This design comes from an exercise in tuning for small area and a short achievable clock period on the open sky130 flow, not from production work. At most, simulation tests tie the RTL to the original design; equivalence was not proved. The RTL of run 2 was laid out without a check of its function. Power and IR drop assume default switching activity.

==> flow/design.v, too long to show whole: its modules and the start of the top module <==
// module bt_ctl: 62 lines
// module bt_window: 72 lines
// module bt_pop_a: 203 lines
// module bt_pop_b: 107 lines
// module bt_pop_c: 25 lines
// module bt_count: 1027 lines
// module bit_twiddle: 91 lines
module bit_twiddle (
    input  wire         clk,
    input  wire         rst,
    input  wire         in_valid,
    input  wire [5:0]   cmd,
    input  wire [127:0] value,
    input  wire [127:0] distance,
    output reg          out_valid,
    output reg  [1:0]   status,
    output reg  [127:0] result
);
  // ...
==> flow/flow/run.sh <==
#!/bin/bash
# Layout flow: the standard flow (standard.sh: the standard synthesis,
# floorplan, placement, CTS, routing), except that the ports are buffered
# with plain buffers (buf_1) instead of the delay buffers buffer_ports picks
# by default. Every input and output port still gets its own buffer.
set -euo pipefail
bash standard.sh "BUFFER_PORTS_ARGS=-buffer_cell sky130_fd_sc_hd__buf_1" finish > standard.log 2>&1
==> flow/standard.sh <==
#!/bin/bash
# synth_recipe.tcl (not shown) runs the flow's synth.tcl, then flattens the netlist and writes it again
# the make line also repeats each setting of config.mk as NAME=value (left out here)
make -C /OpenROAD-flow-scripts/flow DESIGN_CONFIG=/design/flow/config.mk WORK_HOME=/design/flow/orfs CLKGATE_MAP_FILE= SYNTH_SCRIPT=/design/flow/synth_recipe.tcl "${@:-finish}"
==> flow/config.mk <==
export PLATFORM = sky130hd
export DESIGN_NAME = bit_twiddle
export DESIGN_NICKNAME = bit_twiddle
export VERILOG_FILES = /design/flow/design.v
export SDC_FILE = /design/flow/constraint.sdc
export NUM_CORES = 4
export LEC_CHECK = 0
export ABC_CLOCK_PERIOD_IN_PS = 3400
export CAP_MARGIN = 40
export CELL_PAD_IN_SITES_DETAIL_PLACEMENT = 2
export CELL_PAD_IN_SITES_GLOBAL_PLACEMENT = 2
export CORE_MARGIN = 2
export CORE_UTILIZATION = 30
export PLACE_DENSITY = 0.55
export SETUP_SLACK_MARGIN = 5
export SLEW_MARGIN = 40
==> flow/constraint.sdc <==
create_clock -name core_clock -period 9.0 [get_ports {clk}]
set_input_delay 1.8000 -clock core_clock [delete_from_list [all_inputs] [get_ports {clk}]]
set_output_delay 1.8000 -clock core_clock [all_outputs]
set_load 0.01 [all_outputs]
==> summary.md, run 1 <==
| Metric | Value |
|---|---|
| LEAKAGE | 0.0138 uW |
| M3 GR Usage | 0.0901 |
| Synth Area in Compound Gates | 0.290 |
| CP max FO | 11 |
| Syn Area/Cell | 8.38 um^2 |
| Routed wire length | 192 mm |
| Num Clock Sinks | 494 |
| Synthesized cell area | 0.0292 mm^2 |
| Non-clk buf share | 0.0696 |
| Fillers | 10900 |
| Met2 Resource Use GR | 0.570 |
| Finished Layout Cells | 5190 |
| Power Internal | 4930 uW |
| Least-Margin Pin Slew | 954 ps |
| WHS Endpoint | result[123] |
| Met3 wire len | 18.1 mm |
| Register area share after synthesis | 0.339 |
| Hold buffers post-CTS | 0 |
| Status | complete, no violations |
| Setup CP Type | flip-flop to flip-flop |
| Post-DP Area | 0.0323 mm^2 |
| Commonest non-fill, non-tap cells in the layout | dfxtp_1, buf_1, a21oi_1 |
| Fraction of layout cells with a size suffix above 1 | 0.107 |
| Largest net degree at the start of global routing | 68 |
| CP peak stage delay | 680 ps |
| #FFs+latches synth | 494 |
| DRT iter0 DRCs | 3645 |
| H-tree Lvls | 2 |
| CTS tree | done |
| Count of final setup violators | 0 |
| CP required | 9540 ps |
| Fin util | 0.366 |
| Cts repair resizes | 49 |
| Placed Cells incl. Taps | 5031 |
| Synth Area in XOR/XNOR | 0.0210 |
| Fraction of area in multi-input gates | 0.511 |
| Path depth of the worst reg2reg path | 11 |
==> module bt_pop_a, before the edit <==
module bt_pop_a (
    input  wire [126:0] value,
    output wire [56:0] p
);
    wire pa_1, pa_2, pa_3, pa_4, pa_5, pa_6, pa_7, pa_8, pa_9, pa_10, pa_11, pa_12, pa_13, pa_14, pa_15, pa_16, pa_17, pa_18, pa_19, pa_20, pa_21, pa_22, pa_23, pa_24, pa_25, pa_26, pa_27, pa_28, pa_29, pa_30, pa_31, pa_32, pa_33, pa_34, pa_35, pa_36, pa_37, pa_38, pa_39, pa_40, pa_41, pa_42, pa_43, pa_44, pa_45, pa_46, pa_47, pa_48, pa_49, pa_50, pa_51, pa_52, pa_53, pa_54, pa_55, pa_56, pa_57, pa_58, pa_59, pa_60, pa_61, pa_62, pa_63, pa_64, pa_65, pa_66, pa_67, pa_68, pa_69, pa_70, pa_71, pa_72, pa_73, pa_74, pa_75, pa_76, pa_77, pa_78, pa_79, pa_80, pa_81, pa_82, pa_83, pa_84, pa_85, pa_86, pa_87, pa_88, pa_89, pa_90, pa_91, pa_92, pa_93, pa_94, pa_95, pa_96, pa_97, pa_98, pa_99, pa_100, pa_101, pa_102, pa_103, pa_104, pa_105, pa_106, pa_107, pa_108, pa_109, pa_110, pa_111, pa_112, pa_113, pa_114, pa_115, pa_116, pa_117, pa_118, pa_119, pa_120, pa_121, pa_122, pa_123, pa_124, pa_125, pa_126, pa_127, pa_128, pa_129, pa_130, pa_131, pa_132, pa_133, pa_134, pa_135, pa_136, pa_137, pa_138, pa_139, pa_140;
    assign pa_1 = value[0] ^ value[100] ^ value[101];
    assign pa_2 = (value[0] & value[100]) | (value[101] & (value[0] ^ value[100]));
    assign pa_3 = value[102] ^ value[103] ^ value[104];
    assign pa_4 = (value[102] & value[103]) | (value[104] & (value[102] ^ value[103]));
    assign pa_5 = value[105] ^ value[106] ^ value[107];
    assign pa_6 = (value[105] & value[106]) | (value[107] & (value[105] ^ value[106]));
    assign pa_7 = value[108] ^ value[109] ^ value[10];
    assign pa_8 = (value[108] & value[109]) | (value[10] & (value[108] ^ value[109]));
    assign pa_9 = value[110] ^ value[111] ^ value[112];
    assign pa_10 = (value[110] & value[111]) | (value[112] & (value[110] ^ value[111]));
    assign pa_11 = value[113] ^ value[114] ^ value[115];
    assign pa_12 = (value[113] & value[114]) | (value[115] & (value[113] ^ value[114]));
    assign pa_13 = value[116] ^ value[117] ^ value[118];
    assign pa_14 = (value[116] & value[117]) | (value[118] & (value[116] ^ value[117]));
    assign pa_15 = value[119] ^ value[11] ^ value[120];
    assign pa_16 = (value[119] & value[11]) | (value[120] & (value[119] ^ value[11]));
    assign pa_17 = value[121] ^ value[122] ^ value[123];
    assign pa_18 = (value[121] & value[122]) | (value[123] & (value[121] ^ value[122]));
    assign pa_19 = value[124] ^ value[125] ^ value[126];
    assign pa_20 = (value[124] & value[125]) | (value[126] & (value[124] ^ value[125]));
    assign pa_21 = value[12] ^ value[13] ^ value[14];
    assign pa_22 = (value[12] & value[13]) | (value[14] & (value[12] ^ value[13]));
    assign pa_23 = value[15] ^ value[16] ^ value[17];
    assign pa_24 = (value[15] & value[16]) | (value[17] & (value[15] ^ value[16]));
    assign pa_25 = value[18] ^ value[19] ^ value[1];
    assign pa_26 = (value[18] & value[19]) | (value[1] & (value[18] ^ value[19]));
    assign pa_27 = value[20] ^ value[21] ^ value[22];
    assign pa_28 = (value[20] & value[21]) | (value[22] & (value[20] ^ value[21]));
    assign pa_29 = value[23] ^ value[24] ^ value[25];
    assign pa_30 = (value[23] & value[24]) | (value[25] & (value[23] ^ value[24]));
    assign pa_31 = value[26] ^ value[27] ^ value[28];
    assign pa_32 = (value[26] & value[27]) | (value[28] & (value[26] ^ value[27]));
    assign pa_33 = value[29] ^ value[2] ^ value[30];
    assign pa_34 = (value[29] & value[2]) | (value[30] & (value[29] ^ value[2]));
    assign pa_35 = value[31] ^ value[32] ^ value[33];
    assign pa_36 = (value[31] & value[32]) | (value[33] & (value[31] ^ value[32]));
    assign pa_37 = value[34] ^ value[35] ^ value[36];
    assign pa_38 = (value[34] & value[35]) | (value[36] & (value[34] ^ value[35]));
    assign pa_39 = value[37] ^ value[38] ^ value[39];
    assign pa_40 = (value[37] & value[38]) | (value[39] & (value[37] ^ value[38]));
    assign pa_41 = value[3] ^ value[40] ^ value[41];
    assign pa_42 = (value[3] & value[40]) | (value[41] & (value[3] ^ value[40]));
    assign pa_43 = value[42] ^ value[43] ^ value[44];
    assign pa_44 = (value[42] & value[43]) | (value[44] & (value[42] ^ value[43]));
    assign pa_45 = value[45] ^ value[46] ^ value[47];
    assign pa_46 = (value[45] & value[46]) | (value[47] & (value[45] ^ value[46]));
    assign pa_47 = value[48] ^ value[49] ^ value[4];
    assign pa_48 = (value[48] & value[49]) | (value[4] & (value[48] ^ value[49]));
    assign pa_49 = value[50] ^ value[51] ^ value[52];
    assign pa_50 = (value[50] & value[51]) | (value[52] & (value[50] ^ value[51]));
    assign pa_51 = value[53] ^ value[54] ^ value[55];
    assign pa_52 = (value[53] & value[54]) | (value[55] & (value[53] ^ value[54]));
    assign pa_53 = value[56] ^ value[57] ^ value[58];
    assign pa_54 = (value[56] & value[57]) | (value[58] & (value[56] ^ value[57]));
    assign pa_55 = value[59] ^ value[5] ^ value[60];
    assign pa_56 = (value[59] & value[5]) | (value[60] & (value[59] ^ value[5]));
    assign pa_57 = value[61] ^ value[62] ^ value[63];
    assign pa_58 = (value[61] & value[62]) | (value[63] & (value[61] ^ value[62]));
    assign pa_59 = value[64] ^ value[65] ^ value[66];
    assign pa_60 = (value[64] & value[65]) | (value[66] & (value[64] ^ value[65]));
    assign pa_61 = value[67] ^ value[68] ^ value[69];
    assign pa_62 = (value[67] & value[68]) | (value[69] & (value[67] ^ value[68]));
    assign pa_63 = value[6] ^ value[70] ^ value[71];
    assign pa_64 = (value[6] & value[70]) | (value[71] & (value[6] ^ value[70]));
    assign pa_65 = value[72] ^ value[73] ^ value[74];
    assign pa_66 = (value[72] & value[73]) | (value[74] & (value[72] ^ value[73]));
    assign pa_67 = value[75] ^ value[76] ^ value[77];
    assign pa_68 = (value[75] & value[76]) | (value[77] & (value[75] ^ value[76]));
    assign pa_69 = value[78] ^ value[79] ^ value[7];
    assign pa_70 = (value[78] & value[79]) | (value[7] & (value[78] ^ value[79]));
    assign pa_71 = value[80] ^ value[81] ^ value[82];
    assign pa_72 = (value[80] & value[81]) | (value[82] & (value[80] ^ value[81]));
    assign pa_73 = value[83] ^ value[84] ^ value[85];
    assign pa_74 = (value[83] & value[84]) | (value[85] & (value[83] ^ value[84]));
    assign pa_75 = value[86] ^ value[87] ^ value[88];
    assign pa_76 = (value[86] & value[87]) | (value[88] & (value[86] ^ value[87]));
    assign pa_77 = value[89] ^ value[8] ^ value[90];
    assign pa_78 = (value[89] & value[8]) | (value[90] & (value[89] ^ value[8]));
    assign pa_79 = value[91] ^ value[92] ^ value[93];
    assign pa_80 = (value[91] & value[92]) | (value[93] & (value[91] ^ value[92]));
    assign pa_81 = value[94] ^ value[95] ^ value[96];
    assign pa_82 = (value[94] & value[95]) | (value[96] & (value[94] ^ value[95]));
    assign pa_83 = value[97] ^ value[98] ^ value[99];
    assign pa_84 = (value[97] & value[98]) | (value[99] & (value[97] ^ value[98]));
    assign pa_85 = value[9] ^ pa_1 ^ pa_11;
    assign pa_86 = (value[9] & pa_1) | (pa_11 & (value[9] ^ pa_1));
    assign pa_87 = pa_13 ^ pa_15 ^ pa_17;
    assign pa_88 = (pa_13 & pa_15) | (pa_17 & (pa_13 ^ pa_15));
    assign pa_89 = pa_19 ^ pa_21 ^ pa_23;
    assign pa_90 = (pa_19 & pa_21) | (pa_23 & (pa_19 ^ pa_21));
    assign pa_91 = pa_25 ^ pa_27 ^ pa_29;
    assign pa_92 = (pa_25 & pa_27) | (pa_29 & (pa_25 ^ pa_27));
    assign pa_93 = pa_3 ^ pa_31 ^ pa_33;
    assign pa_94 = (pa_3 & pa_31) | (pa_33 & (pa_3 ^ pa_31));
    assign pa_95 = pa_35 ^ pa_37 ^ pa_39;
    assign pa_96 = (pa_35 & pa_37) | (pa_39 & (pa_35 ^ pa_37));
    assign pa_97 = pa_41 ^ pa_43 ^ pa_45;
    assign pa_98 = (pa_41 & pa_43) | (pa_45 & (pa_41 ^ pa_43));
    assign pa_99 = pa_47 ^ pa_49 ^ pa_5;
    assign pa_100 = (pa_47 & pa_49) | (pa_5 & (pa_47 ^ pa_49));
    assign pa_101 = pa_51 ^ pa_53 ^ pa_55;
    assign pa_102 = (pa_51 & pa_53) | (pa_55 & (pa_51 ^ pa_53));
    assign pa_103 = pa_57 ^ pa_59 ^ pa_61;
    assign pa_104 = (pa_57 & pa_59) | (pa_61 & (pa_57 ^ pa_59));
    assign pa_105 = pa_63 ^ pa_65 ^ pa_67;
    assign pa_106 = (pa_63 & pa_65) | (pa_67 & (pa_63 ^ pa_65));
    assign pa_107 = pa_69 ^ pa_7 ^ pa_71;
    assign pa_108 = (pa_69 & pa_7) | (pa_71 & (pa_69 ^ pa_7));
    assign pa_109 = pa_73 ^ pa_75 ^ pa_77;
    assign pa_110 = (pa_73 & pa_75) | (pa_77 & (pa_73 ^ pa_75));
    assign pa_111 = pa_79 ^ pa_81 ^ pa_83;
    assign pa_112 = (pa_79 & pa_81) | (pa_83 & (pa_79 ^ pa_81));
    assign pa_113 = pa_10 ^ pa_12 ^ pa_14;
    assign pa_114 = (pa_10 & pa_12) | (pa_14 & (pa_10 ^ pa_12));
    assign pa_115 = pa_16 ^ pa_18 ^ pa_2;
    assign pa_116 = (pa_16 & pa_18) | (pa_2 & (pa_16 ^ pa_18));
    assign pa_117 = pa_20 ^ pa_22 ^ pa_24;
    assign pa_118 = (pa_20 & pa_22) | (pa_24 & (pa_20 ^ pa_22));
    assign pa_119 = pa_26 ^ pa_28 ^ pa_30;
    assign pa_120 = (pa_26 & pa_28) | (pa_30 & (pa_26 ^ pa_28));
    assign pa_121 = pa_32 ^ pa_34 ^ pa_36;
    assign pa_122 = (pa_32 & pa_34) | (pa_36 & (pa_32 ^ pa_34));
    assign pa_123 = pa_38 ^ pa_4 ^ pa_40;
    assign pa_124 = (pa_38 & pa_4) | (pa_40 & (pa_38 ^ pa_4));
    assign pa_125 = pa_42 ^ pa_44 ^ pa_46;
    assign pa_126 = (pa_42 & pa_44) | (pa_46 & (pa_42 ^ pa_44));
    assign pa_127 = pa_48 ^ pa_50 ^ pa_52;
    assign pa_128 = (pa_48 & pa_50) | (pa_52 & (pa_48 ^ pa_50));
    assign pa_129 = pa_54 ^ pa_56 ^ pa_58;
    assign pa_130 = (pa_54 & pa_56) | (pa_58 & (pa_54 ^ pa_56));
    assign pa_131 = pa_6 ^ pa_60 ^ pa_62;
    assign pa_132 = (pa_6 & pa_60) | (pa_62 & (pa_6 ^ pa_60));
    assign pa_133 = pa_64 ^ pa_66 ^ pa_68;
    assign pa_134 = (pa_64 & pa_66) | (pa_68 & (pa_64 ^ pa_66));
    assign pa_135 = pa_70 ^ pa_72 ^ pa_74;
    assign pa_136 = (pa_70 & pa_72) | (pa_74 & (pa_70 ^ pa_72));
    assign pa_137 = pa_76 ^ pa_78 ^ pa_8;
    assign pa_138 = (pa_76 & pa_78) | (pa_8 & (pa_76 ^ pa_78));
    assign pa_139 = pa_80 ^ pa_82 ^ pa_84;
    assign pa_140 = (pa_80 & pa_82) | (pa_84 & (pa_80 ^ pa_82));
    assign p[0] = pa_9;
    assign p[1] = pa_101;
    assign p[2] = pa_103;
    assign p[3] = pa_105;
    assign p[4] = pa_107;
    assign p[5] = pa_109;
    assign p[6] = pa_111;
    assign p[7] = pa_85;
    assign p[8] = pa_87;
    assign p[9] = pa_89;
    assign p[10] = pa_91;
    assign p[11] = pa_93;
    assign p[12] = pa_95;
    assign p[13] = pa_97;
    assign p[14] = pa_99;
    assign p[15] = pa_100;
    assign p[16] = pa_102;
    assign p[17] = pa_104;
    assign p[18] = pa_106;
    assign p[19] = pa_108;
    assign p[20] = pa_110;
    assign p[21] = pa_112;
    assign p[22] = pa_113;
    assign p[23] = pa_115;
    assign p[24] = pa_117;
    assign p[25] = pa_119;
    assign p[26] = pa_121;
    assign p[27] = pa_123;
    assign p[28] = pa_125;
    assign p[29] = pa_127;
    assign p[30] = pa_129;
    assign p[31] = pa_131;
    assign p[32] = pa_133;
    assign p[33] = pa_135;
    assign p[34] = pa_137;
    assign p[35] = pa_139;
    assign p[36] = pa_86;
    assign p[37] = pa_88;
    assign p[38] = pa_90;
    assign p[39] = pa_92;
    assign p[40] = pa_94;
    assign p[41] = pa_96;
    assign p[42] = pa_98;
    assign p[43] = pa_114;
    assign p[44] = pa_116;
    assign p[45] = pa_118;
    assign p[46] = pa_120;
    assign p[47] = pa_122;
    assign p[48] = pa_124;
    assign p[49] = pa_126;
    assign p[50] = pa_128;
    assign p[51] = pa_130;
    assign p[52] = pa_132;
    assign p[53] = pa_134;
    assign p[54] = pa_136;
    assign p[55] = pa_138;
    assign p[56] = pa_140;
endmodule
==> module bt_pop_b, before the edit <==
module bt_pop_b (
    input  wire [56:0] p,
    output wire [12:0] q
);
    wire pb_1, pb_2, pb_3, pb_4, pb_5, pb_6, pb_7, pb_8, pb_9, pb_10, pb_11, pb_12, pb_13, pb_14, pb_15, pb_16, pb_17, pb_18, pb_19, pb_20, pb_21, pb_22, pb_23, pb_24, pb_25, pb_26, pb_27, pb_28, pb_29, pb_30, pb_31, pb_32, pb_33, pb_34, pb_35, pb_36, pb_37, pb_38, pb_39, pb_40, pb_41, pb_42, pb_43, pb_44, pb_45, pb_46, pb_47, pb_48, pb_49, pb_50, pb_51, pb_52, pb_53, pb_54, pb_55, pb_56, pb_57, pb_58, pb_59, pb_60, pb_61, pb_62, pb_63, pb_64, pb_65, pb_66, pb_67, pb_68, pb_69, pb_70, pb_71, pb_72, pb_73, pb_74, pb_75, pb_76, pb_77, pb_78, pb_79, pb_80, pb_81, pb_82, pb_83, pb_84, pb_85, pb_86, pb_87, pb_88;
    assign pb_1 = p[0] ^ p[10] ^ p[11];
    assign pb_2 = (p[0] & p[10]) | (p[11] & (p[0] ^ p[10]));
    assign pb_3 = p[12] ^ p[13] ^ p[14];
    assign pb_4 = (p[12] & p[13]) | (p[14] & (p[12] ^ p[13]));
    assign pb_5 = p[1] ^ p[2] ^ p[3];
    assign pb_6 = (p[1] & p[2]) | (p[3] & (p[1] ^ p[2]));
    assign pb_7 = p[4] ^ p[5] ^ p[6];
    assign pb_8 = (p[4] & p[5]) | (p[6] & (p[4] ^ p[5]));
    assign pb_9 = p[7] ^ p[8] ^ p[9];
    assign pb_10 = (p[7] & p[8]) | (p[9] & (p[7] ^ p[8]));
    assign pb_11 = pb_1 ^ pb_3 ^ pb_5;
    assign pb_12 = (pb_1 & pb_3) | (pb_5 & (pb_1 ^ pb_3));
    assign pb_13 = pb_7 ^ pb_9 ^ pb_11;
    assign pb_14 = (pb_7 & pb_9) | (pb_11 & (pb_7 ^ pb_9));
    assign pb_15 = p[15] ^ p[16] ^ p[17];
    assign pb_16 = (p[15] & p[16]) | (p[17] & (p[15] ^ p[16]));
    assign pb_17 = p[18] ^ p[19] ^ p[20];
    assign pb_18 = (p[18] & p[19]) | (p[20] & (p[18] ^ p[19]));
    assign pb_19 = p[21] ^ p[22] ^ p[23];
    assign pb_20 = (p[21] & p[22]) | (p[23] & (p[21] ^ p[22]));
    assign pb_21 = p[24] ^ p[25] ^ p[26];
    assign pb_22 = (p[24] & p[25]) | (p[26] & (p[24] ^ p[25]));
    assign pb_23 = p[27] ^ p[28] ^ p[29];
    assign pb_24 = (p[27] & p[28]) | (p[29] & (p[27] ^ p[28]));
    assign pb_25 = p[30] ^ p[31] ^ p[32];
    assign pb_26 = (p[30] & p[31]) | (p[32] & (p[30] ^ p[31]));
    assign pb_27 = p[33] ^ p[34] ^ p[35];
    assign pb_28 = (p[33] & p[34]) | (p[35] & (p[33] ^ p[34]));
    assign pb_29 = p[36] ^ p[37] ^ p[38];
    assign pb_30 = (p[36] & p[37]) | (p[38] & (p[36] ^ p[37]));
    assign pb_31 = p[39] ^ p[40] ^ p[41];
    assign pb_32 = (p[39] & p[40]) | (p[41] & (p[39] ^ p[40]));
    assign pb_33 = p[42] ^ pb_10 ^ pb_2;
    assign pb_34 = (p[42] & pb_10) | (pb_2 & (p[42] ^ pb_10));
    assign pb_35 = pb_4 ^ pb_6 ^ pb_8;
    assign pb_36 = (pb_4 & pb_6) | (pb_8 & (pb_4 ^ pb_6));
    assign pb_37 = pb_15 ^ pb_17 ^ pb_19;
    assign pb_38 = (pb_15 & pb_17) | (pb_19 & (pb_15 ^ pb_17));
    assign pb_39 = pb_21 ^ pb_23 ^ pb_25;
    assign pb_40 = (pb_21 & pb_23) | (pb_25 & (pb_21 ^ pb_23));
    assign pb_41 = pb_27 ^ pb_29 ^ pb_31;
    assign pb_42 = (pb_27 & pb_29) | (pb_31 & (pb_27 ^ pb_29));
    assign pb_43 = pb_12 ^ pb_33 ^ pb_35;
    assign pb_44 = (pb_12 & pb_33) | (pb_35 & (pb_12 ^ pb_33));
    assign pb_45 = pb_37 ^ pb_39 ^ pb_41;
    assign pb_46 = (pb_37 & pb_39) | (pb_41 & (pb_37 ^ pb_39));
    assign pb_47 = pb_14 ^ pb_43 ^ pb_45;
    assign pb_48 = (pb_14 & pb_43) | (pb_45 & (pb_14 ^ pb_43));
    assign pb_49 = p[43] ^ p[44] ^ p[45];
    assign pb_50 = (p[43] & p[44]) | (p[45] & (p[43] ^ p[44]));
    assign pb_51 = p[46] ^ p[47] ^ p[48];
    assign pb_52 = (p[46] & p[47]) | (p[48] & (p[46] ^ p[47]));
    assign pb_53 = p[49] ^ p[50] ^ p[51];
    assign pb_54 = (p[49] & p[50]) | (p[51] & (p[49] ^ p[50]));
    assign pb_55 = p[52] ^ p[53] ^ p[54];
    assign pb_56 = (p[52] & p[53]) | (p[54] & (p[52] ^ p[53]));
    assign pb_57 = p[55] ^ p[56] ^ pb_16;
    assign pb_58 = (p[55] & p[56]) | (pb_16 & (p[55] ^ p[56]));
    assign pb_59 = pb_18 ^ pb_20 ^ pb_22;
    assign pb_60 = (pb_18 & pb_20) | (pb_22 & (pb_18 ^ pb_20));
    assign pb_61 = pb_24 ^ pb_26 ^ pb_28;
    assign pb_62 = (pb_24 & pb_26) | (pb_28 & (pb_24 ^ pb_26));
    assign pb_63 = pb_30 ^ pb_32 ^ pb_49;
    assign pb_64 = (pb_30 & pb_32) | (pb_49 & (pb_30 ^ pb_32));
    assign pb_65 = pb_51 ^ pb_53 ^ pb_55;
    assign pb_66 = (pb_51 & pb_53) | (pb_55 & (pb_51 ^ pb_53));
    assign pb_67 = pb_34 ^ pb_36 ^ pb_38;
    assign pb_68 = (pb_34 & pb_36) | (pb_38 & (pb_34 ^ pb_36));
    assign pb_69 = pb_40 ^ pb_42 ^ pb_57;
    assign pb_70 = (pb_40 & pb_42) | (pb_57 & (pb_40 ^ pb_42));
    assign pb_71 = pb_59 ^ pb_61 ^ pb_63;
    assign pb_72 = (pb_59 & pb_61) | (pb_63 & (pb_59 ^ pb_61));
    assign pb_73 = pb_65 ^ pb_44 ^ pb_46;
    assign pb_74 = (pb_65 & pb_44) | (pb_46 & (pb_65 ^ pb_44));
    assign pb_75 = pb_67 ^ pb_69 ^ pb_71;
    assign pb_76 = (pb_67 & pb_69) | (pb_71 & (pb_67 ^ pb_69));
    assign pb_77 = pb_50 ^ pb_52 ^ pb_54;
    assign pb_78 = (pb_50 & pb_52) | (pb_54 & (pb_50 ^ pb_52));
    assign pb_79 = pb_56 ^ pb_58 ^ pb_60;
    assign pb_80 = (pb_56 & pb_58) | (pb_60 & (pb_56 ^ pb_58));
    assign pb_81 = pb_62 ^ pb_64 ^ pb_66;
    assign pb_82 = (pb_62 & pb_64) | (pb_66 & (pb_62 ^ pb_64));
    assign pb_83 = pb_77 ^ pb_68 ^ pb_70;
    assign pb_84 = (pb_77 & pb_68) | (pb_70 & (pb_77 ^ pb_68));
    assign pb_85 = pb_79 ^ pb_72 ^ pb_81;
    assign pb_86 = (pb_79 & pb_72) | (pb_81 & (pb_79 ^ pb_72));
    assign pb_87 = pb_78 ^ pb_80 ^ pb_82;
    assign pb_88 = (pb_78 & pb_80) | (pb_82 & (pb_78 ^ pb_80));
    assign q[0] = pb_13;
    assign q[1] = pb_47;
    assign q[2] = pb_48;
    assign q[3] = pb_73;
    assign q[4] = pb_75;
    assign q[5] = pb_74;
    assign q[6] = pb_83;
    assign q[7] = pb_76;
    assign q[8] = pb_85;
    assign q[9] = pb_84;
    assign q[10] = pb_86;
    assign q[11] = pb_87;
    assign q[12] = pb_88;
endmodule
==> run 2, diff against run 1 <==
--- a/flow/design.v
+++ b/flow/design.v
@@ -129,19 +129,19 @@
             else             inw[j] = w[3];
             yr[j] = (x[j] & ~inw[j] & (k_o | k_b | k_r)) |
                     (inw[j] & ((kill[j] & fill) | (~kill[j] & rot[j])));
         end
     assign y = yr;
 endmodule
 module bt_pop_a (
     input  wire [126:0] value,
-    output wire [56:0] p
+    output wire [38:0] p
 );
-    wire pa_1, pa_2, pa_3, pa_4, pa_5, pa_6, pa_7, pa_8, pa_9, pa_10, pa_11, pa_12, pa_13, pa_14, pa_15, pa_16, pa_17, pa_18, pa_19, pa_20, pa_21, pa_22, pa_23, pa_24, pa_25, pa_26, pa_27, pa_28, pa_29, pa_30, pa_31, pa_32, pa_33, pa_34, pa_35, pa_36, pa_37, pa_38, pa_39, pa_40, pa_41, pa_42, pa_43, pa_44, pa_45, pa_46, pa_47, pa_48, pa_49, pa_50, pa_51, pa_52, pa_53, pa_54, pa_55, pa_56, pa_57, pa_58, pa_59, pa_60, pa_61, pa_62, pa_63, pa_64, pa_65, pa_66, pa_67, pa_68, pa_69, pa_70, pa_71, pa_72, pa_73, pa_74, pa_75, pa_76, pa_77, pa_78, pa_79, pa_80, pa_81, pa_82, pa_83, pa_84, pa_85, pa_86, pa_87, pa_88, pa_89, pa_90, pa_91, pa_92, pa_93, pa_94, pa_95, pa_96, pa_97, pa_98, pa_99, pa_100, pa_101, pa_102, pa_103, pa_104, pa_105, pa_106, pa_107, pa_108, pa_109, pa_110, pa_111, pa_112, pa_113, pa_114, pa_115, pa_116, pa_117, pa_118, pa_119, pa_120, pa_121, pa_122, pa_123, pa_124, pa_125, pa_126, pa_127, pa_128, pa_129, pa_130, pa_131, pa_132, pa_133, pa_134, pa_135, pa_136, pa_137, pa_138, pa_139, pa_140;
+    wire pa_1, pa_2, pa_3, pa_4, pa_5, pa_6, pa_7, pa_8, pa_9, pa_10, pa_11, pa_12, pa_13, pa_14, pa_15, pa_16, pa_17, pa_18, pa_19, pa_20, pa_21, pa_22, pa_23, pa_24, pa_25, pa_26, pa_27, pa_28, pa_29, pa_30, pa_31, pa_32, pa_33, pa_34, pa_35, pa_36, pa_37, pa_38, pa_39, pa_40, pa_41, pa_42, pa_43, pa_44, pa_45, pa_46, pa_47, pa_48, pa_49, pa_50, pa_51, pa_52, pa_53, pa_54, pa_55, pa_56, pa_57, pa_58, pa_59, pa_60, pa_61, pa_62, pa_63, pa_64, pa_65, pa_66, pa_67, pa_68, pa_69, pa_70, pa_71, pa_72, pa_73, pa_74, pa_75, pa_76, pa_77, pa_78, pa_79, pa_80, pa_81, pa_82, pa_83, pa_84, pa_85, pa_86, pa_87, pa_88, pa_89, pa_90, pa_91, pa_92, pa_93, pa_94, pa_95, pa_96, pa_97, pa_98, pa_99, pa_100, pa_101, pa_102, pa_103, pa_104, pa_105, pa_106, pa_107, pa_108, pa_109, pa_110, pa_111, pa_112, pa_113, pa_114, pa_115, pa_116, pa_117, pa_118, pa_119, pa_120, pa_121, pa_122, pa_123, pa_124, pa_125, pa_126, pa_127, pa_128, pa_129, pa_130, pa_131, pa_132, pa_133, pa_134, pa_135, pa_136, pa_137, pa_138, pa_139, pa_140, pa_141, pa_142, pa_143, pa_144, pa_145, pa_146, pa_147, pa_148, pa_149, pa_150, pa_151, pa_152, pa_153, pa_154, pa_155, pa_156, pa_157, pa_158, pa_159, pa_160, pa_161, pa_162, pa_163, pa_164, pa_165, pa_166, pa_167, pa_168, pa_169, pa_170, pa_171, pa_172, pa_173, pa_174, pa_175, pa_176;
     assign pa_1 = value[0] ^ value[100] ^ value[101];
     assign pa_2 = (value[0] & value[100]) | (value[101] & (value[0] ^ value[100]));
     assign pa_3 = value[102] ^ value[103] ^ value[104];
     assign pa_4 = (value[102] & value[103]) | (value[104] & (value[102] ^ value[103]));
     assign pa_5 = value[105] ^ value[106] ^ value[107];
     assign pa_6 = (value[105] & value[106]) | (value[107] & (value[105] ^ value[106]));
     assign pa_7 = value[108] ^ value[109] ^ value[10];
     assign pa_8 = (value[108] & value[109]) | (value[10] & (value[108] ^ value[109]));
@@ -244,233 +244,196 @@
     assign pa_105 = pa_63 ^ pa_65 ^ pa_67;
     assign pa_106 = (pa_63 & pa_65) | (pa_67 & (pa_63 ^ pa_65));
     assign pa_107 = pa_69 ^ pa_7 ^ pa_71;
     assign pa_108 = (pa_69 & pa_7) | (pa_71 & (pa_69 ^ pa_7));
     assign pa_109 = pa_73 ^ pa_75 ^ pa_77;
     assign pa_110 = (pa_73 & pa_75) | (pa_77 & (pa_73 ^ pa_75));
     assign pa_111 = pa_79 ^ pa_81 ^ pa_83;
     assign pa_112 = (pa_79 & pa_81) | (pa_83 & (pa_79 ^ pa_81));
-    assign pa_113 = pa_10 ^ pa_12 ^ pa_14;
-    assign pa_114 = (pa_10 & pa_12) | (pa_14 & (pa_10 ^ pa_12));
-    assign pa_115 = pa_16 ^ pa_18 ^ pa_2;
-    assign pa_116 = (pa_16 & pa_18) | (pa_2 & (pa_16 ^ pa_18));
-    assign pa_117 = pa_20 ^ pa_22 ^ pa_24;
-    assign pa_118 = (pa_20 & pa_22) | (pa_24 & (pa_20 ^ pa_22));
-    assign pa_119 = pa_26 ^ pa_28 ^ pa_30;
-    assign pa_120 = (pa_26 & pa_28) | (pa_30 & (pa_26 ^ pa_28));
-    assign pa_121 = pa_32 ^ pa_34 ^ pa_36;
-    assign pa_122 = (pa_32 & pa_34) | (pa_36 & (pa_32 ^ pa_34));
-    assign pa_123 = pa_38 ^ pa_4 ^ pa_40;
-    assign pa_124 = (pa_38 & pa_4) | (pa_40 & (pa_38 ^ pa_4));
-    assign pa_125 = pa_42 ^ pa_44 ^ pa_46;
-    assign pa_126 = (pa_42 & pa_44) | (pa_46 & (pa_42 ^ pa_44));
-    assign pa_127 = pa_48 ^ pa_50 ^ pa_52;
-    assign pa_128 = (pa_48 & pa_50) | (pa_52 & (pa_48 ^ pa_50));
-    assign pa_129 = pa_54 ^ pa_56 ^ pa_58;
-    assign pa_130 = (pa_54 & pa_56) | (pa_58 & (pa_54 ^ pa_56));
-    assign pa_131 = pa_6 ^ pa_60 ^ pa_62;
-    assign pa_132 = (pa_6 & pa_60) | (pa_62 & (pa_6 ^ pa_60));
-    assign pa_133 = pa_64 ^ pa_66 ^ pa_68;
-    assign pa_134 = (pa_64 & pa_66) | (pa_68 & (pa_64 ^ pa_66));
-    assign pa_135 = pa_70 ^ pa_72 ^ pa_74;
-    assign pa_136 = (pa_70 & pa_72) | (pa_74 & (pa_70 ^ pa_72));
-    assign pa_137 = pa_76 ^ pa_78 ^ pa_8;
-    assign pa_138 = (pa_76 & pa_78) | (pa_8 & (pa_76 ^ pa_78));
-    assign pa_139 = pa_80 ^ pa_82 ^ pa_84;
-    assign pa_140 = (pa_80 & pa_82) | (pa_84 & (pa_80 ^ pa_82));
-    assign p[0] = pa_9;
-    assign p[1] = pa_101;
-    assign p[2] = pa_103;
-    assign p[3] = pa_105;
-    assign p[4] = pa_107;
-    assign p[5] = pa_109;
-    assign p[6] = pa_111;
-    assign p[7] = pa_85;
-    assign p[8] = pa_87;
-    assign p[9] = pa_89;
-    assign p[10] = pa_91;
-    assign p[11] = pa_93;
-    assign p[12] = pa_95;
-    assign p[13] = pa_97;
-    assign p[14] = pa_99;
-    assign p[15] = pa_100;
-    assign p[16] = pa_102;
-    assign p[17] = pa_104;
-    assign p[18] = pa_106;
-    assign p[19] = pa_108;
-    assign p[20] = pa_110;
-    assign p[21] = pa_112;
-    assign p[22] = pa_113;
-    assign p[23] = pa_115;
-    assign p[24] = pa_117;
-    assign p[25] = pa_119;
-    assign p[26] = pa_121;
-    assign p[27] = pa_123;
-    assign p[28] = pa_125;
-    assign p[29] = pa_127;
-    assign p[30] = pa_129;
-    assign p[31] = pa_131;
-    assign p[32] = pa_133;
-    assign p[33] = pa_135;
-    assign p[34] = pa_137;
-    assign p[35] = pa_139;
-    assign p[36] = pa_86;
-    assign p[37] = pa_88;
-    assign p[38] = pa_90;
-    assign p[39] = pa_92;
-    assign p[40] = pa_94;
-    assign p[41] = pa_96;
-    assign p[42] = pa_98;
-    assign p[43] = pa_114;
-    assign p[44] = pa_116;
-    assign p[45] = pa_118;
-    assign p[46] = pa_120;
-    assign p[47] = pa_122;
-    assign p[48] = pa_124;
-    assign p[49] = pa_126;
-    assign p[50] = pa_128;
-    assign p[51] = pa_130;
-    assign p[52] = pa_132;
-    assign p[53] = pa_134;
-    assign p[54] = pa_136;
-    assign p[55] = pa_138;
-    assign p[56] = pa_140;
+    assign pa_113 = pa_9 ^ pa_101 ^ pa_103;
+    assign pa_114 = (pa_9 & pa_101) | (pa_103 & (pa_9 ^ pa_101));
+    assign pa_115 = pa_105 ^ pa_107 ^ pa_109;
+    assign pa_116 = (pa_105 & pa_107) | (pa_109 & (pa_105 ^ pa_107));
+    assign pa_117 = pa_111 ^ pa_85 ^ pa_87;
+    assign pa_118 = (pa_111 & pa_85) | (pa_87 & (pa_111 ^ pa_85));
+    assign pa_119 = pa_89 ^ pa_91 ^ pa_93;
+    assign pa_120 = (pa_89 & pa_91) | (pa_93 & (pa_89 ^ pa_91));
+    assign pa_121 = pa_95 ^ pa_97 ^ pa_99;
+    assign pa_122 = (pa_95 & pa_97) | (pa_99 & (pa_95 ^ pa_97));
+    assign pa_123 = pa_10 ^ pa_12 ^ pa_14;
+    assign pa_124 = (pa_10 & pa_12) | (pa_14 & (pa_10 ^ pa_12));
+    assign pa_125 = pa_16 ^ pa_18 ^ pa_2;
+    assign pa_126 = (pa_16 & pa_18) | (pa_2 & (pa_16 ^ pa_18));
+    assign pa_127 = pa_20 ^ pa_22 ^ pa_24;
+    assign pa_128 = (pa_20 & pa_22) | (pa_24 & (pa_20 ^ pa_22));
+    assign pa_129 = pa_26 ^ pa_28 ^ pa_30;
+    assign pa_130 = (pa_26 & pa_28) | (pa_30 & (pa_26 ^ pa_28));
+    assign pa_131 = pa_32 ^ pa_34 ^ pa_36;
+    assign pa_132 = (pa_32 & pa_34) | (pa_36 & (pa_32 ^ pa_34));
+    assign pa_133 = pa_38 ^ pa_4 ^ pa_40;
+    assign pa_134 = (pa_38 & pa_4) | (pa_40 & (pa_38 ^ pa_4));
+    assign pa_135 = pa_42 ^ pa_44 ^ pa_46;
+    assign pa_136 = (pa_42 & pa_44) | (pa_46 & (pa_42 ^ pa_44));
+    assign pa_137 = pa_48 ^ pa_50 ^ pa_52;
+    assign pa_138 = (pa_48 & pa_50) | (pa_52 & (pa_48 ^ pa_50));
+    assign pa_139 = pa_54 ^ pa_56 ^ pa_58;
+    assign pa_140 = (pa_54 & pa_56) | (pa_58 & (pa_54 ^ pa_56));
+    assign pa_141 = pa_6 ^ pa_60 ^ pa_62;
+    assign pa_142 = (pa_6 & pa_60) | (pa_62 & (pa_6 ^ pa_60));
+    assign pa_143 = pa_64 ^ pa_66 ^ pa_68;
+    assign pa_144 = (pa_64 & pa_66) | (pa_68 & (pa_64 ^ pa_66));
+    assign pa_145 = pa_70 ^ pa_72 ^ pa_74;
+    assign pa_146 = (pa_70 & pa_72) | (pa_74 & (pa_70 ^ pa_72));
+    assign pa_147 = pa_76 ^ pa_78 ^ pa_8;
+    assign pa_148 = (pa_76 & pa_78) | (pa_8 & (pa_76 ^ pa_78));
+    assign pa_149 = pa_80 ^ pa_82 ^ pa_84;
+    assign pa_150 = (pa_80 & pa_82) | (pa_84 & (pa_80 ^ pa_82));
+    assign pa_151 = pa_100 ^ pa_102 ^ pa_104;
+    assign pa_152 = (pa_100 & pa_102) | (pa_104 & (pa_100 ^ pa_102));
+    assign pa_153 = pa_106 ^ pa_108 ^ pa_110;
+    assign pa_154 = (pa_106 & pa_108) | (pa_110 & (pa_106 ^ pa_108));
+    assign pa_155 = pa_112 ^ pa_123 ^ pa_125;
+    assign pa_156 = (pa_112 & pa_123) | (pa_125 & (pa_112 ^ pa_123));
+    assign pa_157 = pa_127 ^ pa_129 ^ pa_131;
+    assign pa_158 = (pa_127 & pa_129) | (pa_131 & (pa_127 ^ pa_129));
+    assign pa_159 = pa_133 ^ pa_135 ^ pa_137;
+    assign pa_160 = (pa_133 & pa_135) | (pa_137 & (pa_133 ^ pa_135));
+    assign pa_161 = pa_139 ^ pa_141 ^ pa_143;
+    assign pa_162 = (pa_139 & pa_141) | (pa_143 & (pa_139 ^ pa_141));
+    assign pa_163 = pa_145 ^ pa_147 ^ pa_149;
+    assign pa_164 = (pa_145 & pa_147) | (pa_149 & (pa_145 ^ pa_147));
+    assign pa_165 = pa_86 ^ pa_88 ^ pa_90;
+    assign pa_166 = (pa_86 & pa_88) | (pa_90 & (pa_86 ^ pa_88));
+    assign pa_167 = pa_92 ^ pa_94 ^ pa_96;
+    assign pa_168 = (pa_92 & pa_94) | (pa_96 & (pa_92 ^ pa_94));
+    assign pa_169 = pa_124 ^ pa_126 ^ pa_128;
+    assign pa_170 = (pa_124 & pa_126) | (pa_128 & (pa_124 ^ pa_126));
+    assign pa_171 = pa_130 ^ pa_132 ^ pa_134;
+    assign pa_172 = (pa_130 & pa_132) | (pa_134 & (pa_130 ^ pa_132));
+    assign pa_173 = pa_136 ^ pa_138 ^ pa_140;
+    assign pa_174 = (pa_136 & pa_138) | (pa_140 & (pa_136 ^ pa_138));
+    assign pa_175 = pa_142 ^ pa_144 ^ pa_146;
+    assign pa_176 = (pa_142 & pa_144) | (pa_146 & (pa_142 ^ pa_144));
+    assign p[0] = pa_113;
+    assign p[1] = pa_115;
+    assign p[2] = pa_117;
+    assign p[3] = pa_119;
+    assign p[4] = pa_121;
+    assign p[5] = pa_98;
+    assign p[6] = pa_114;
+    assign p[7] = pa_116;
+    assign p[8] = pa_118;
+    assign p[9] = pa_120;
+    assign p[10] = pa_122;
+    assign p[11] = pa_151;
+    assign p[12] = pa_153;
+    assign p[13] = pa_155;
+    assign p[14] = pa_157;
+    assign p[15] = pa_159;
+    assign p[16] = pa_161;
+    assign p[17] = pa_163;
+    assign p[18] = pa_165;
+    assign p[19] = pa_167;
+    assign p[20] = pa_148;
+    assign p[21] = pa_150;
+    assign p[22] = pa_152;
+    assign p[23] = pa_154;
+    assign p[24] = pa_156;
+    assign p[25] = pa_158;
+    assign p[26] = pa_160;
+    assign p[27] = pa_162;
+    assign p[28] = pa_164;
+    assign p[29] = pa_166;
+    assign p[30] = pa_168;
+    assign p[31] = pa_169;
+    assign p[32] = pa_171;
+    assign p[33] = pa_173;
+    assign p[34] = pa_175;
+    assign p[35] = pa_170;
+    assign p[36] = pa_172;
+    assign p[37] = pa_174;
+    assign p[38] = pa_176;
 endmodule
 module bt_pop_b (
-    input  wire [56:0] p,
-    output wire [12:0] q
-);
-    wire pb_1, pb_2, pb_3, pb_4, pb_5, pb_6, pb_7, pb_8, pb_9, pb_10, pb_11, pb_12, pb_13, pb_14, pb_15, pb_16, pb_17, pb_18, pb_19, pb_20, pb_21, pb_22, pb_23, pb_24, pb_25, pb_26, pb_27, pb_28, pb_29, pb_30, pb_31, pb_32, pb_33, pb_34, pb_35, pb_36, pb_37, pb_38, pb_39, pb_40, pb_41, pb_42, pb_43, pb_44, pb_45, pb_46, pb_47, pb_48, pb_49, pb_50, pb_51, pb_52, pb_53, pb_54, pb_55, pb_56, pb_57, pb_58, pb_59, pb_60, pb_61, pb_62, pb_63, pb_64, pb_65, pb_66, pb_67, pb_68, pb_69, pb_70, pb_71, pb_72, pb_73, pb_74, pb_75, pb_76, pb_77, pb_78, pb_79, pb_80, pb_81, pb_82, pb_83, pb_84, pb_85, pb_86, pb_87, pb_88;
-    assign pb_1 = p[0] ^ p[10] ^ p[11];
-    assign pb_2 = (p[0] & p[10]) | (p[11] & (p[0] ^ p[10]));
-    assign pb_3 = p[12] ^ p[13] ^ p[14];
-    assign pb_4 = (p[12] & p[13]) | (p[14] & (p[12] ^ p[13]));
-    assign pb_5 = p[1] ^ p[2] ^ p[3];
-    assign pb_6 = (p[1] & p[2]) | (p[3] & (p[1] ^ p[2]));
-    assign pb_7 = p[4] ^ p[5] ^ p[6];
-    assign pb_8 = (p[4] & p[5]) | (p[6] & (p[4] ^ p[5]));
-    assign pb_9 = p[7] ^ p[8] ^ p[9];
-    assign pb_10 = (p[7] & p[8]) | (p[9] & (p[7] ^ p[8]));
-    assign pb_11 = pb_1 ^ pb_3 ^ pb_5;
-    assign pb_12 = (pb_1 & pb_3) | (pb_5 & (pb_1 ^ pb_3));
-    assign pb_13 = pb_7 ^ pb_9 ^ pb_11;
-    assign pb_14 = (pb_7 & pb_9) | (pb_11 & (pb_7 ^ pb_9));
-    assign pb_15 = p[15] ^ p[16] ^ p[17];
-    assign pb_16 = (p[15] & p[16]) | (p[17] & (p[15] ^ p[16]));
-    assign pb_17 = p[18] ^ p[19] ^ p[20];
-    assign pb_18 = (p[18] & p[19]) | (p[20] & (p[18] ^ p[19]));
-    assign pb_19 = p[21] ^ p[22] ^ p[23];
-    assign pb_20 = (p[21] & p[22]) | (p[23] & (p[21] ^ p[22]));
-    assign pb_21 = p[24] ^ p[25] ^ p[26];
-    assign pb_22 = (p[24] & p[25]) | (p[26] & (p[24] ^ p[25]));
-    assign pb_23 = p[27] ^ p[28] ^ p[29];
-    assign pb_24 = (p[27] & p[28]) | (p[29] & (p[27] ^ p[28]));
-    assign pb_25 = p[30] ^ p[31] ^ p[32];
-    assign pb_26 = (p[30] & p[31]) | (p[32] & (p[30] ^ p[31]));
-    assign pb_27 = p[33] ^ p[34] ^ p[35];
-    assign pb_28 = (p[33] & p[34]) | (p[35] & (p[33] ^ p[34]));
-    assign pb_29 = p[36] ^ p[37] ^ p[38];
-    assign pb_30 = (p[36] & p[37]) | (p[38] & (p[36] ^ p[37]));
-    assign pb_31 = p[39] ^ p[40] ^ p[41];
-    assign pb_32 = (p[39] & p[40]) | (p[41] & (p[39] ^ p[40]));
-    assign pb_33 = p[42] ^ pb_10 ^ pb_2;
-    assign pb_34 = (p[42] & pb_10) | (pb_2 & (p[42] ^ pb_10));
-    assign pb_35 = pb_4 ^ pb_6 ^ pb_8;
-    assign pb_36 = (pb_4 & pb_6) | (pb_8 & (pb_4 ^ pb_6));
-    assign pb_37 = pb_15 ^ pb_17 ^ pb_19;
-    assign pb_38 = (pb_15 & pb_17) | (pb_19 & (pb_15 ^ pb_17));
-    assign pb_39 = pb_21 ^ pb_23 ^ pb_25;
-    assign pb_40 = (pb_21 & pb_23) | (pb_25 & (pb_21 ^ pb_23));
-    assign pb_41 = pb_27 ^ pb_29 ^ pb_31;
-    assign pb_42 = (pb_27 & pb_29) | (pb_31 & (pb_27 ^ pb_29));
-    assign pb_43 = pb_12 ^ pb_33 ^ pb_35;
-    assign pb_44 = (pb_12 & pb_33) | (pb_35 & (pb_12 ^ pb_33));
-    assign pb_45 = pb_37 ^ pb_39 ^ pb_41;
-    assign pb_46 = (pb_37 & pb_39) | (pb_41 & (pb_37 ^ pb_39));
-    assign pb_47 = pb_14 ^ pb_43 ^ pb_45;
-    assign pb_48 = (pb_14 & pb_43) | (pb_45 & (pb_14 ^ pb_43));
-    assign pb_49 = p[43] ^ p[44] ^ p[45];
-    assign pb_50 = (p[43] & p[44]) | (p[45] & (p[43] ^ p[44]));
-    assign pb_51 = p[46] ^ p[47] ^ p[48];
-    assign pb_52 = (p[46] & p[47]) | (p[48] & (p[46] ^ p[47]));
-    assign pb_53 = p[49] ^ p[50] ^ p[51];
-    assign pb_54 = (p[49] & p[50]) | (p[51] & (p[49] ^ p[50]));
-    assign pb_55 = p[52] ^ p[53] ^ p[54];
-    assign pb_56 = (p[52] & p[53]) | (p[54] & (p[52] ^ p[53]));
-    assign pb_57 = p[55] ^ p[56] ^ pb_16;
-    assign pb_58 = (p[55] & p[56]) | (pb_16 & (p[55] ^ p[56]));
-    assign pb_59 = pb_18 ^ pb_20 ^ pb_22;
-    assign pb_60 = (pb_18 & pb_20) | (pb_22 & (pb_18 ^ pb_20));
-    assign pb_61 = pb_24 ^ pb_26 ^ pb_28;
-    assign pb_62 = (pb_24 & pb_26) | (pb_28 & (pb_24 ^ pb_26));
-    assign pb_63 = pb_30 ^ pb_32 ^ pb_49;
-    assign pb_64 = (pb_30 & pb_32) | (pb_49 & (pb_30 ^ pb_32));
-    assign pb_65 = pb_51 ^ pb_53 ^ pb_55;
-    assign pb_66 = (pb_51 & pb_53) | (pb_55 & (pb_51 ^ pb_53));
-    assign pb_67 = pb_34 ^ pb_36 ^ pb_38;
-    assign pb_68 = (pb_34 & pb_36) | (pb_38 & (pb_34 ^ pb_36));
-    assign pb_69 = pb_40 ^ pb_42 ^ pb_57;
-    assign pb_70 = (pb_40 & pb_42) | (pb_57 & (pb_40 ^ pb_42));
-    assign pb_71 = pb_59 ^ pb_61 ^ pb_63;
-    assign pb_72 = (pb_59 & pb_61) | (pb_63 & (pb_59 ^ pb_61));
-    assign pb_73 = pb_65 ^ pb_44 ^ pb_46;
-    assign pb_74 = (pb_65 & pb_44) | (pb_46 & (pb_65 ^ pb_44));
-    assign pb_75 = pb_67 ^ pb_69 ^ pb_71;
-    assign pb_76 = (pb_67 & pb_69) | (pb_71 & (pb_67 ^ pb_69));
-    assign pb_77 = pb_50 ^ pb_52 ^ pb_54;
-    assign pb_78 = (pb_50 & pb_52) | (pb_54 & (pb_50 ^ pb_52));
-    assign pb_79 = pb_56 ^ pb_58 ^ pb_60;
-    assign pb_80 = (pb_56 & pb_58) | (pb_60 & (pb_56 ^ pb_58));
-    assign pb_81 = pb_62 ^ pb_64 ^ pb_66;
-    assign pb_82 = (pb_62 & pb_64) | (pb_66 & (pb_62 ^ pb_64));
-    assign pb_83 = pb_77 ^ pb_68 ^ pb_70;
-    assign pb_84 = (pb_77 & pb_68) | (pb_70 & (pb_77 ^ pb_68));
-    assign pb_85 = pb_79 ^ pb_72 ^ pb_81;
-    assign pb_86 = (pb_79 & pb_72) | (pb_81 & (pb_79 ^ pb_72));
-    assign pb_87 = pb_78 ^ pb_80 ^ pb_82;
-    assign pb_88 = (pb_78 & pb_80) | (pb_82 & (pb_78 ^ pb_80));
-    assign q[0] = pb_13;
-    assign q[1] = pb_47;
-    assign q[2] = pb_48;
-    assign q[3] = pb_73;
-    assign q[4] = pb_75;
-    assign q[5] = pb_74;
-    assign q[6] = pb_83;
-    assign q[7] = pb_76;
-    assign q[8] = pb_85;
-    assign q[9] = pb_84;
-    assign q[10] = pb_86;
-    assign q[11] = pb_87;
-    assign q[12] = pb_88;
-endmodule
-module bt_pop_c (
-    input  wire [12:0] p,
+    input  wire [38:0] p,
     output wire [6:0] q
 );
-    wire pc_1, pc_2, pc_3, pc_4, pc_5, pc_6, pc_7, pc_8, pc_9, pc_10, pc_11, pc_12;
-    assign pc_1 = p[2] ^ p[3] ^ p[4];
-    assign pc_2 = (p[2] & p[3]) | (p[4] & (p[2] ^ p[3]));
-    assign pc_3 = p[5] ^ p[6] ^ p[7];
-    assign pc_4 = (p[5] & p[6]) | (p[7] & (p[5] ^ p[6]));
-    assign pc_5 = p[8] ^ pc_2 ^ pc_3;
-    assign pc_6 = (p[8] & pc_2) | (pc_3 & (p[8] ^ pc_2));
-    assign pc_7 = p[10] ^ p[11] ^ p[9];
-    assign pc_8 = (p[10] & p[11]) | (p[9] & (p[10] ^ p[11]));
-    assign pc_9 = pc_4 ^ pc_7 ^ pc_6;
-    assign pc_10 = (pc_4 & pc_7) | (pc_6 & (pc_4 ^ pc_7));
-    assign pc_11 = p[12] ^ pc_8 ^ pc_10;
-    assign pc_12 = (p[12] & pc_8) | (pc_10 & (p[12] ^ pc_8));
-    assign q[0] = p[0];
-    assign q[1] = p[1];
-    assign q[2] = pc_1;
-    assign q[3] = pc_5;
-    assign q[4] = pc_9;
-    assign q[5] = pc_11;
-    assign q[6] = pc_12;
+    wire pb_1, pb_2, pb_3, pb_4, pb_5, pb_6, pb_7, pb_8, pb_9, pb_10, pb_11, pb_12, pb_13, pb_14, pb_15, pb_16, pb_17, pb_18, pb_19, pb_20, pb_21, pb_22, pb_23, pb_24, pb_25, pb_26, pb_27, pb_28, pb_29, pb_30, pb_31, pb_32, pb_33, pb_34, pb_35, pb_36, pb_37, pb_38, pb_39, pb_40, pb_41, pb_42, pb_43, pb_44, pb_45, pb_46, pb_47, pb_48, pb_49, pb_50, pb_51, pb_52, pb_53, pb_54, pb_55, pb_56, pb_57, pb_58, pb_59, pb_60, pb_61, pb_62, pb_63, pb_64;
+    assign pb_1 = p[0] ^ p[1] ^ p[2];
+    assign pb_2 = (p[0] & p[1]) | (p[2] & (p[0] ^ p[1]));
+    assign pb_3 = p[3] ^ p[4] ^ pb_1;
+    assign pb_4 = (p[3] & p[4]) | (pb_1 & (p[3] ^ p[4]));
+    assign pb_5 = p[10] ^ p[11] ^ p[12];
+    assign pb_6 = (p[10] & p[11]) | (p[12] & (p[10] ^ p[11]));
+    assign pb_7 = p[13] ^ p[14] ^ p[15];
+    assign pb_8 = (p[13] & p[14]) | (p[15] & (p[13] ^ p[14]));
+    assign pb_9 = p[16] ^ p[17] ^ p[18];
+    assign pb_10 = (p[16] & p[17]) | (p[18] & (p[16] ^ p[17]));
+    assign pb_11 = p[19] ^ p[5] ^ p[6];
+    assign pb_12 = (p[19] & p[5]) | (p[6] & (p[19] ^ p[5]));
+    assign pb_13 = p[7] ^ p[8] ^ p[9];
+    assign pb_14 = (p[7] & p[8]) | (p[9] & (p[7] ^ p[8]));
+    assign pb_15 = pb_2 ^ pb_11 ^ pb_13;
+    assign pb_16 = (pb_2 & pb_11) | (pb_13 & (pb_2 ^ pb_11));
+    assign pb_17 = pb_5 ^ pb_7 ^ pb_9;
+    assign pb_18 = (pb_5 & pb_7) | (pb_9 & (pb_5 ^ pb_7));
+    assign pb_19 = pb_4 ^ pb_15 ^ pb_17;
+    assign pb_20 = (pb_4 & pb_15) | (pb_17 & (pb_4 ^ pb_15));
+    assign pb_21 = p[20] ^ p[21] ^ p[22];
+    assign pb_22 = (p[20] & p[21]) | (p[22] & (p[20] ^ p[21]));
+    assign pb_23 = p[23] ^ p[24] ^ p[25];
+    assign pb_24 = (p[23] & p[24]) | (p[25] & (p[23] ^ p[24]));
+    assign pb_25 = p[26] ^ p[27] ^ p[28];
+    assign pb_26 = (p[26] & p[27]) | (p[28] & (p[26] ^ p[27]));
+    assign pb_27 = p[29] ^ p[30] ^ p[31];
+    assign pb_28 = (p[29] & p[30]) | (p[31] & (p[29] ^ p[30]));
+    assign pb_29 = p[32] ^ p[33] ^ p[34];
+    assign pb_30 = (p[32] & p[33]) | (p[34] & (p[32] ^ p[33]));
+    assign pb_31 = pb_10 ^ pb_12 ^ pb_14;
+    assign pb_32 = (pb_10 & pb_12) | (pb_14 & (pb_10 ^ pb_12));
+    assign pb_33 = pb_6 ^ pb_8 ^ pb_21;
+    assign pb_34 = (pb_6 & pb_8) | (pb_21 & (pb_6 ^ pb_8));
+    assign pb_35 = pb_23 ^ pb_25 ^ pb_27;
+    assign pb_36 = (pb_23 & pb_25) | (pb_27 & (pb_23 ^ pb_25));
+    assign pb_37 = pb_29 ^ pb_16 ^ pb_18;
+    assign pb_38 = (pb_29 & pb_16) | (pb_18 & (pb_29 ^ pb_16));
+    assign pb_39 = pb_31 ^ pb_33 ^ pb_35;
+    assign pb_40 = (pb_31 & pb_33) | (pb_35 & (pb_31 ^ pb_33));
+    assign pb_41 = pb_20 ^ pb_37 ^ pb_39;
+    assign pb_42 = (pb_20 & pb_37) | (pb_39 & (pb_20 ^ pb_37));
+    assign pb_43 = p[35] ^ p[36] ^ p[37];
+    assign pb_44 = (p[35] & p[36]) | (p[37] & (p[35] ^ p[36]));
+    assign pb_45 = p[38] ^ pb_22 ^ pb_24;
+    assign pb_46 = (p[38] & pb_22) | (pb_24 & (p[38] ^ pb_22));
+    assign pb_47 = pb_26 ^ pb_28 ^ pb_30;
+    assign pb_48 = (pb_26 & pb_28) | (pb_30 & (pb_26 ^ pb_28));
+    assign pb_49 = pb_43 ^ pb_32 ^ pb_34;
+    assign pb_50 = (pb_43 & pb_32) | (pb_34 & (pb_43 ^ pb_32));
+    assign pb_51 = pb_36 ^ pb_45 ^ pb_47;
+    assign pb_52 = (pb_36 & pb_45) | (pb_47 & (pb_36 ^ pb_45));
+    assign pb_53 = pb_38 ^ pb_40 ^ pb_49;
+    assign pb_54 = (pb_38 & pb_40) | (pb_49 & (pb_38 ^ pb_40));
+    assign pb_55 = pb_51 ^ pb_42 ^ pb_53;
+    assign pb_56 = (pb_51 & pb_42) | (pb_53 & (pb_51 ^ pb_42));
+    assign pb_57 = pb_44 ^ pb_46 ^ pb_48;
+    assign pb_58 = (pb_44 & pb_46) | (pb_48 & (pb_44 ^ pb_46));
+    assign pb_59 = pb_50 ^ pb_52 ^ pb_57;
+    assign pb_60 = (pb_50 & pb_52) | (pb_57 & (pb_50 ^ pb_52));
+    assign pb_61 = pb_54 ^ pb_59 ^ pb_56;
+    assign pb_62 = (pb_54 & pb_59) | (pb_56 & (pb_54 ^ pb_59));
+    assign pb_63 = pb_58 ^ pb_60 ^ pb_62;
+    assign pb_64 = (pb_58 & pb_60) | (pb_62 & (pb_58 ^ pb_60));
+    assign q[0] = pb_3;
+    assign q[1] = pb_19;
+    assign q[2] = pb_41;
+    assign q[3] = pb_55;
+    assign q[4] = pb_61;
+    assign q[5] = pb_63;
+    assign q[6] = pb_64;
 endmodule
 module bt_count (
     input  wire [127:0] value,
     input  wire         npow2,
     output wire [7:0]   hib,
     output wire [7:0]   lob
 );
     wire [127:0] hv = {value[126:0] ^ value[127:1], 1'b0};
@@ -1500,18 +1463,17 @@
     input  wire         in_valid,
     input  wire [5:0]   cmd,
     input  wire [127:0] value,
     input  wire [127:0] distance,
     output reg          out_valid,
     output reg  [1:0]   status,
     output reg  [127:0] result
 );
-    localparam NP = 57;      
-    localparam NQ = 13;      
+    localparam NP = 39;      
     wire [5:0] t, tn, u;
     wire [3:0] w;
     wire       ka, kb, kc, fillen, k_o, k_b, k_r, k_pop, k_hib, k_lob;
     wire [1:0] st;
     bt_ctl u_ctl (
         .cmd(cmd), .vneg(value[127]), .distance(distance),
         .t(t), .tn(tn), .w(w), .u(u), .ka(ka), .kb(kb), .kc(kc), .fillen(fillen),
         .k_o(k_o), .k_b(k_b), .k_r(k_r), .k_pop(k_pop), .k_hib(k_hib), .k_lob(k_lob),
@@ -1552,36 +1514,22 @@
         s1_p      <= p;
     end
     wire [63:0] y;
     bt_window u_win (
         .x(s1_value[63:0]), .t(s1_t), .tn(s1_tn), .w(s1_w), .u(s1_u),
         .ka(s1_ka), .kb(s1_kb), .kc(s1_kc), .fillen(s1_fillen),
         .k_o(s1_k_o), .k_b(s1_k_b), .k_r(s1_k_r), .y(y)
     );
-    wire [NQ-1:0] q;
-    bt_pop_b u_pop_b (.p(s1_p), .q(q));
+    wire [6:0] pop;
+    bt_pop_b u_pop_b (.p(s1_p), .q(pop));
     wire [7:0] hib, lob;
     bt_count u_count (.value(s1_value), .npow2(s1_npow2), .hib(hib), .lob(lob));
     wire [7:0] cnt = ({8{s1_k_hib}} & hib) | ({8{s1_k_lob}} & lob);
     wire       win = s1_k_o | s1_k_b | s1_k_r;
-    reg          s2_valid;
-    reg [127:0]  s2_res;
-    reg [NQ-1:0] s2_q;
-    reg          s2_pop;
-    reg [1:0]    s2_status;
-    always @(posedge clk) begin
-        if (rst) s2_valid <= 1'b0;
-        else     s2_valid <= s1_valid;
-        s2_res    <= {s1_value[127:64] & {64{win}}, y[63:8], y[7:0] | cnt};
-        s2_q      <= q;
-        s2_pop    <= s1_k_pop;
-        s2_status <= s1_status;
-    end
-    wire [6:0] pop;
-    bt_pop_c u_pop_c (.p(s2_q), .q(pop));
     always @(posedge clk) begin
         if (rst) out_valid <= 1'b0;
-        else     out_valid <= s2_valid;
-        status <= s2_status;
-        result <= {s2_res[127:7], s2_res[6:0] | (pop & {7{s2_pop}})};
+        else     out_valid <= s1_valid;
+        status <= s1_status;
+        result <= {s1_value[127:64] & {64{win}}, y[63:8],
+                   y[7:0] | cnt | {1'b0, pop & {7{s1_k_pop}}}};
     end
 endmodule
==> flow/flow/run.sh (replaced) <==
#!/bin/bash
set -euo pipefail
bash standard.sh "BUFFER_PORTS_ARGS=-buffer_cell sky130_fd_sc_hd__buf_1" SETUP_SLACK_MARGIN=5.4 finish > standard.log 2>&1
==> flow/config.mk (replaced) <==
export PLATFORM = sky130hd
export DESIGN_NAME = bit_twiddle
export DESIGN_NICKNAME = bit_twiddle
export VERILOG_FILES = /design/flow/design.v
export SDC_FILE = /design/flow/constraint.sdc
export NUM_CORES = 4
export LEC_CHECK = 0
export CAP_MARGIN = 40
export CELL_PAD_IN_SITES_DETAIL_PLACEMENT = 1
export CELL_PAD_IN_SITES_GLOBAL_PLACEMENT = 1
export CORE_MARGIN = 2
export CORE_UTILIZATION = 40
export PLACE_DENSITY = 0.65
export SETUP_SLACK_MARGIN = 5
export SLEW_MARGIN = 40
==> run 2 against run 1 <==
Synthesized area shrank 13%. Combinational power increased by about 30%. Count of clock-buffer cells in the layout decreased by 28. Final area down 10%. First-iteration DRC count is 25% higher. Clock skew grew 15 ps. Sequential cell count shrank 163. Total power shrank 11%. Clock power decreased by about 30%. Worst hold slack better by 21 ps. Via count is 4.1% lower. Critical path type unchanged.
==> summary.md, run 2 <==
| Metric | Value |
|---|---|
| Iteration count of the initial detailed-routing pass | 9 (was 6) |
| Fillers | 7679 (was 10900) |
| Post-synth EDFFs | 0 (unchanged) |
| DRT iter0 DRCs | 4572 (was 3645) |
| Setup TNS Final | 0 ps (unchanged) |
| Starting Density | 0.402 (was 0.302) |
| Num Clock Sinks | 331 (was 494) |
| Max-cap viol count | 0 (unchanged) |
| Power Dens Cells | 225 mW/mm^2 (was 227 mW/mm^2) |
| Fraction of layout cells with a size suffix above 1 | 0.145 (was 0.107) |
| Post-DP Area | 0.0277 mm^2 (was 0.0323 mm^2) |
| Register area share after synthesis | 0.262 (was 0.339) |
| Critical Path Start Type | flip-flop (unchanged) |
| H-tree Lvls | 2 (unchanged) |
| DRC viols | 0 (unchanged) |
| Post-DRT Antenna Nets | 0 (unchanged) |
| Num rows | 92 (was 114) |
| Largest net degree at the start of global routing | 74 (was 68) |
| DR WL/cell | 34.2 um (was 37.0 um) |
| R2r endpoint | result[5] (was s2_res[4]) |
| Ys async rst share | 0 (unchanged) |
| Syn Area/Cell | 7.75 um^2 (was 8.38 um^2) |
| Commonest non-fill, non-tap cells in the layout | buf_1, a21oi_1, inv_1 (was dfxtp_1, buf_1, a21oi_1) |
| Path depth of the worst reg2reg path | 15 (was 11) |
| Clock-pin slew on the worst setup and hold paths | 70 ps (about the same) |
| CP max FO | 1 (was 11) |
| LEAKAGE | 0.0126 uW (was 0.0138 uW) |
| Die area | 0.0653 mm^2 (was 0.0998 mm^2) |
| Area fraction of the dominant cell type after synthesis | 0.262 (was 0.339) |
| #FFs+latches synth | 331 (was 494) |
| Count of final setup violators | 0 (unchanged) |
| Status | complete, no violations (unchanged) |
| Setup crit end kind | flip-flop (unchanged) |
| CP required | 9470 ps (was 9540 ps) |
| Setup CP Type | flip-flop to flip-flop (unchanged) |
| Final Cell Area | 0.0317 mm^2 (was 0.0354 mm^2) |
| WHS Endpoint | status[1] (was result[123]) |
| Clock buffer depth | 3 (unchanged) |
| Hold buffers post-CTS | 0 (unchanged) |
| First-pass GRT wire length | 217 mm (was 267 mm) |
| Worst-Skew Late Latency | 620 ps (was 690 ps) |
| Routed wire length | 156 mm (was 192 mm) |
| CTS tree | done (unchanged) |
| Area growth, synth to finish | 25.3% (was 21.2%) |
| Routability congestion estimate | 1.09 (was 1.01) |
| Least-Margin Pin Slew | 995 ps (was 954 ps) |
| Buffers added on ports | 395 (unchanged) |
| Synthesized cell area | 0.0253 mm^2 (was 0.0292 mm^2) |
| Vias per inst | 6.83 (was 6.26) |
==> run 2: kinds of logic after synthesis <==
| group | share of synthesized area |
|---|---|
| AO/OA/AOI/OAI | 0.322 |
| AND/OR/NAND/NOR | 0.170 |
| buffers and inverters | 0.0832 |
| flip-flops | 0.262 |
| adder cells (fa/ha/maj) | 0.127 |
| XOR/XNOR | 0.0229 |
| multiplexers | 0.0132 |
==> run 2: how the worst max path moves through the flow <==
stage | start | end | slack, ps | depth (start not counted)
final | s1_p[23] | result[5] | 4830 | 15
after floorplan | s1_p[23] | result[5] | 5110 | 15
after global routing | s1_p[23] | result[5] | 4710 | 15
after detailed placement | s1_w[0] | result[6] | 4130 | 10
after CTS | s1_p[23] | result[5] | 4810 | 15
after global placement | s1_w[1] | result[5] | 4110 | 8
==> run 2: final cells by class <==
cell class	instances	area, um^2	share of cell area
inverters	354	1330	0.0419
repair buffers	559	2940	0.0927
clock buffers	45	1070	0.0338
flip-flops and latches	331	6670	0.210
diodes	3	7.51	0.000237
multi-input cells	2390	18200	0.575
well taps	846	1060	0.0334
clock inverters	30	393	0.0124
==> run 2: repair_timing <==
item,CTS,global route
buffers inserted,34,52
pin swaps,34,69
setup endpoints to repair,64,63
gates resized for setup,173,147
gates cloned,3,4
==> run 2: report_power, final <==
| group | internal, uW | switching (uW) |
|---|---|---|
| clock network | 1060 | 787 |
| logic | 1340 | 2110 |
| registers | 1650 | 184 |
| total | 4050 | 3080 |
==> run 2: metrics by stage <==
stage / instances / utilization / setup WS (ps)
final: 4558 / 0.504 / 4830
after global placement: 4385 / 0.439 / 4110
after detailed placement: 4387 / 0.442 / 4130
after CTS: 4499 / 0.484 / 4810
after floorplan: 3264 / - / 5110
after global routing: 4555 / 0.504 / 4710
==> run 2: metal layers <==
layer,vias up,track usage,share of wire
li1,12800,-,-
met1,15400,0.603,0.39
met2,2320,0.663,0.41
met3,531,0.144,0.14
met4,10,0.217,0.062
met5,-,0,0.00081
==> run 2: worst max-delay path, cell delays in order, from the launching register on <==
cell      delay [ps]
dfxtp_2          320
inv_2             30
fa_1             550
inv_2             50
fa_1             550
inv_2             40
fa_2             420
fa_2             350
inv_2             70
fa_2             190
inv_2             40
fa_2             330
fa_2             570
o22ai_2           90
o21bai_1         200
a221o_1          270

afterwards: timing with drivers on the ports:
How much do the figures lean on ideal ports? The routed layouts below were timed once more, with nothing changed but the port constraints. Step 1, drivers: a clkbuf_16 drives clk and a buf_2 each remaining input, both assumed. Step 2, shift: input delay + t, output delay - t, t = (earliest + latest rising clock arrival at the registers) / 2. This alone moves slack from input paths to output paths. Three values: ideal, step 1, step 2; two values: the first two.
| run | shift t [ns] | setup WS [ns] | clock arrival spread, ns | pins driven straight from the clock port |
|---|---|---|---|---|
| run 1 | 0.738 | 4.931 / 4.931 / 4.931 | 0.034 / 0.033 | 1 |
| run 2 | 0.654 | 4.832 / 4.832 / 4.832 | 0.052 / 0.052 | 1 |
After both steps setup and hold are still met in every run listed.
